Context: an optimization exercise on an open-source flow, tuned for small area, a short achievable clock period and few clock cycles. The choices shown serve that exercise and are no tape-out recipe.
Only simulation tests tie the RTL to the original design; equivalence was not proved.

## middle
// pfsm
module pfsm #(
    parameter [7:0] MARKER0      = 8'hA5,
    parameter [7:0] MARKER1      = 8'h5A,
    parameter [7:0] RETRY_BUDGET = 8'd2
) (
    input  wire         clk,
    input  wire         rst,
    input  wire         h_valid,
    output wire         h_ready,
    input  wire [18:0]  h_data,
    output reg          r_valid,
    input  wire         r_ready,
    output reg  [7:0]   r_data,
    output reg          r_last,
    input  wire         irq_valid,
    input  wire [3:0]   irq_flags,
    output reg          o_valid,
    input  wire         o_ready,
    output reg  [3:0]   o_op,
    output reg  [7:0]   o_data,
    input  wire         i_valid,
    output wire         i_ready,
    input  wire [7:0]   i_data,
    output wire         cip_req,
    output wire         cip_dir,
    output wire [127:0] cip_din,
    output wire [127:0] cip_key,
    input  wire         cip_done,
    input  wire         cip_timeout,
    input  wire [127:0] cip_dout,
    output wire         idle,
    output wire         fatal,
    output wire [2:0]   fault
);
    localparam [6:0] MAX_FRAME = 7'd96;
    localparam [3:0] OP_CONFIGURE = 4'd1,
                     OP_RX_ARM    = 4'd2,
                     OP_STROBE_RDY= 4'd3,
                     OP_FLUSH_RX  = 4'd4,
                     OP_FIFO_WR   = 4'd5,
                     OP_FIFO_BYTE = 4'd6,
                     OP_STROBE_TX = 4'd7,
                     OP_POWER_DN  = 4'd8,
                     OP_FIFO_RD   = 4'd9,
                     OP_METRICS   = 4'd10,
                     OP_MSG_AVAIL = 4'd11,
                     OP_DATA_SENT = 4'd12;
    localparam [1:0] M_UNINIT = 2'd0, M_RUN = 2'd1, M_STOPPED = 2'd2;
  ...
Size: about 460 I/O pins, about 72000 µm² of cells after synthesis.
export LEC_CHECK = 0
export CAP_MARGIN = 20
export CORE_MARGIN = 2
export CORE_UTILIZATION = 60
export SLEW_MARGIN = 20
create_clock -name core_clock -period 10.0 [get_ports {clk}]
standard.sh (not shown) runs the stock make flow with config.mk's settings and CLKGATE_MAP_FILE= SYNTH_SCRIPT=/design/flow/synth_recipe.tcl, a recipe that flattens the netlist after the stock synthesis.
==> flow/flow/run.sh <==
#!/bin/bash
export SETUP_SLACK_MARGIN=6.7
export SKIP_GATE_CLONING=1
export BUFFER_PORTS_ARGS="-buffer_cell sky130_fd_sc_hd__buf_1"
export CTS_ARGS="-sink_clustering_enable -repair_clock_nets -sink_clustering_size 20 -sink_clustering_max_diameter 60 -sink_clustering_buffer sky130_fd_sc_hd__clkbuf_8"
bash standard.sh finish > standard.log 2>&1
Testbench counts of middle, summed over its fixed seeds: cycles 167,131.
### middle -> west
Settings: PLACE_DENSITY newly set to 0.75.
==> flow/flow/run.sh <==
#!/bin/bash
# Layout: the standard ORFS flow (standard.sh, unchanged synthesis) with
# these settings:
#  - timing repair aims for 6.5 ns of setup slack (the default flow allows 5),
#  - no gate cloning during timing repair,
#  - port buffers are sky130_fd_sc_hd__buf_1,
#  - clock-tree sink clusters of up to 25 flip-flops within 80 um.
# All tool output goes to standard.log here (and ORFS's own logs under orfs/).
export SETUP_SLACK_MARGIN=6.5
export SKIP_GATE_CLONING=1
export BUFFER_PORTS_ARGS="-buffer_cell sky130_fd_sc_hd__buf_1"
export CTS_CLUSTER_SIZE=25
export CTS_CLUSTER_DIAMETER=80
bash standard.sh finish > standard.log 2>&1
Results
Count of cell instances traversed by the critical path: west vs middle up 5
middle reports its critical path startpoint as r_data[6] while west reports r_ready.
Of middle and west, the run reporting the lower data arrival at the endpoint of the critical path was middle.
Latest clock arrival within the worst-skew pair delta (west -> middle): insignificant
Looking at met3 routing resource usage after global routing, west sits 0.27 points higher than middle does.
west vs. middle: first-iteration DRC count dropped 36, relative slew slack dropped 0.88 points, routed wire length climbed about 0.47%.

========
before:
pfsm, a different RTL version from the one above (not shown whole).
For scale: about 73000 µm² of cells after synthesis.
export LEC_CHECK = 0
export CAP_MARGIN = 20
export CORE_MARGIN = 2
export CORE_UTILIZATION = 40
export SLEW_MARGIN = 20
create_clock -name core_clock -period 10.0 [get_ports {clk}]
==> flow/flow/run.sh <==
#!/bin/bash
# Layout: the standard ORFS flow. Synthesis is the standard synthesis
# (standard.sh synth, unchanged); the later steps run the same make command
# with these settings added:
#  - timing repair aims for 6.5 ns of setup slack (the default flow allows 5),
#    may resize cells to other footprints, and does not clone gates,
#  - port buffers are sky130_fd_sc_hd__buf_1,
#  - clock-tree sink clusters of up to 25 flip-flops within 80 um.
# All tool output goes to the log files here (and ORFS's own logs under orfs/).
set -e
export SETUP_SLACK_MARGIN=6.5
export SKIP_GATE_CLONING=1
export BUFFER_PORTS_ARGS="-buffer_cell sky130_fd_sc_hd__buf_1"
export CTS_CLUSTER_SIZE=25
export CTS_CLUSTER_DIAMETER=80
bash standard.sh synth > synth.log 2>&1
sed 's/"\${@:-finish}"/MATCH_CELL_FOOTPRINT=0 "${@:-finish}"/' standard.sh > layout.sh
grep -q "MATCH_CELL_FOOTPRINT=0" layout.sh
bash layout.sh finish > layout.log 2>&1
before ran to completion and came out clean on the timing, design-rule and antenna checks.
Testbench counts of before, summed over its fixed seeds: cycles 167,349.
The following lists how after was set up differently from before:
==> flow/flow/run.sh <==
#!/bin/bash
# Layout: the standard ORFS flow (standard.sh, unchanged synthesis) with
# these settings:
#  - timing repair aims for 6.5 ns of setup slack (the default flow allows 5),
#  - no gate cloning during timing repair,
#  - port buffers are sky130_fd_sc_hd__buf_1,
#  - clock-tree sink clusters of up to 25 flip-flops within 80 um.
# All tool output goes to standard.log here (and ORFS's own logs under orfs/).
export SETUP_SLACK_MARGIN=6.5
export SKIP_GATE_CLONING=1
export BUFFER_PORTS_ARGS="-buffer_cell sky130_fd_sc_hd__buf_1"
export CTS_CLUSTER_SIZE=25
export CTS_CLUSTER_DIAMETER=80
bash standard.sh finish > standard.log 2>&1
==> results.txt <==
The post-CTS setup buffer count number comes out higher for before vs after.
Diff after..before | vertical die dimension | negligible
The end point of the critical path comes out A[124] in one run and hr in the other, namely in before and after respectively.
Diff after..before | H-tree depth | unchanged
Between after and before, it is after whose final HPWL from detailed placement is lower, by about 0.7%.
i_valid as the launch point of the worst path was reported by before, and r_ready by after.
before → after: number of global-route vias before repair lost 131, multi-input gate share of total cell area shows no meaningful change, total routing usage reported by global routing level, total instance count after detailed placement ~0 delta.
As far as arithmetic-cell share of the synthesized area counting full adders, half adders and majority gates is concerned, after and before perform about the same.
Of before and after, the lower final-stage net count belongs to before.
Non-clock buffer count was lower in before than in after.

## separate check: timing with driven ports
In the flow no input, the clock included, has a driving cell. The finished layouts below were timed again as built, in two steps. Step 1: set_driving_cell puts a clkbuf_16 on clk and a buf_2 on each other input, an assumption about the parent block. Step 2, shift: input delay + t, output delay - t, t = (earliest + latest rising clock arrival at the registers) / 2. This alone moves slack from input paths to output paths. Three values: no drivers, after step 1, after step 2; two values: the first two.
run | t, ns | setup slack, ns | worst hold slack (ns) | clock arrival spread, ns | worst register clock-pin slew, ns
middle | 0.804 | 6.575 / 6.494 / 5.956 | 0.405 / 0.405 / 0.405 | 0.040 / 0.039 | 0.12 / 0.12
west | 0.793 | 6.507 / 6.492 / 5.739 | 0.395 / 0.395 / 0.395 | 0.047 / 0.047 | 0.11 / 0.11
before | 0.848 | 6.414 / 6.413 / 5.565 | 0.391 / 0.391 / 0.391 | 0.057 / 0.056 | 0.10 / 0.10
after | 0.845 | 6.508 / 6.482 / 5.686 | 0.390 / 0.390 / 0.390 | 0.076 / 0.076 | 0.10 / 0.10
After both steps setup and hold are still met in every run listed. The setup slack of before, which loses most, moves by -0.001 ns with the drivers and by -0.849 ns with both steps.
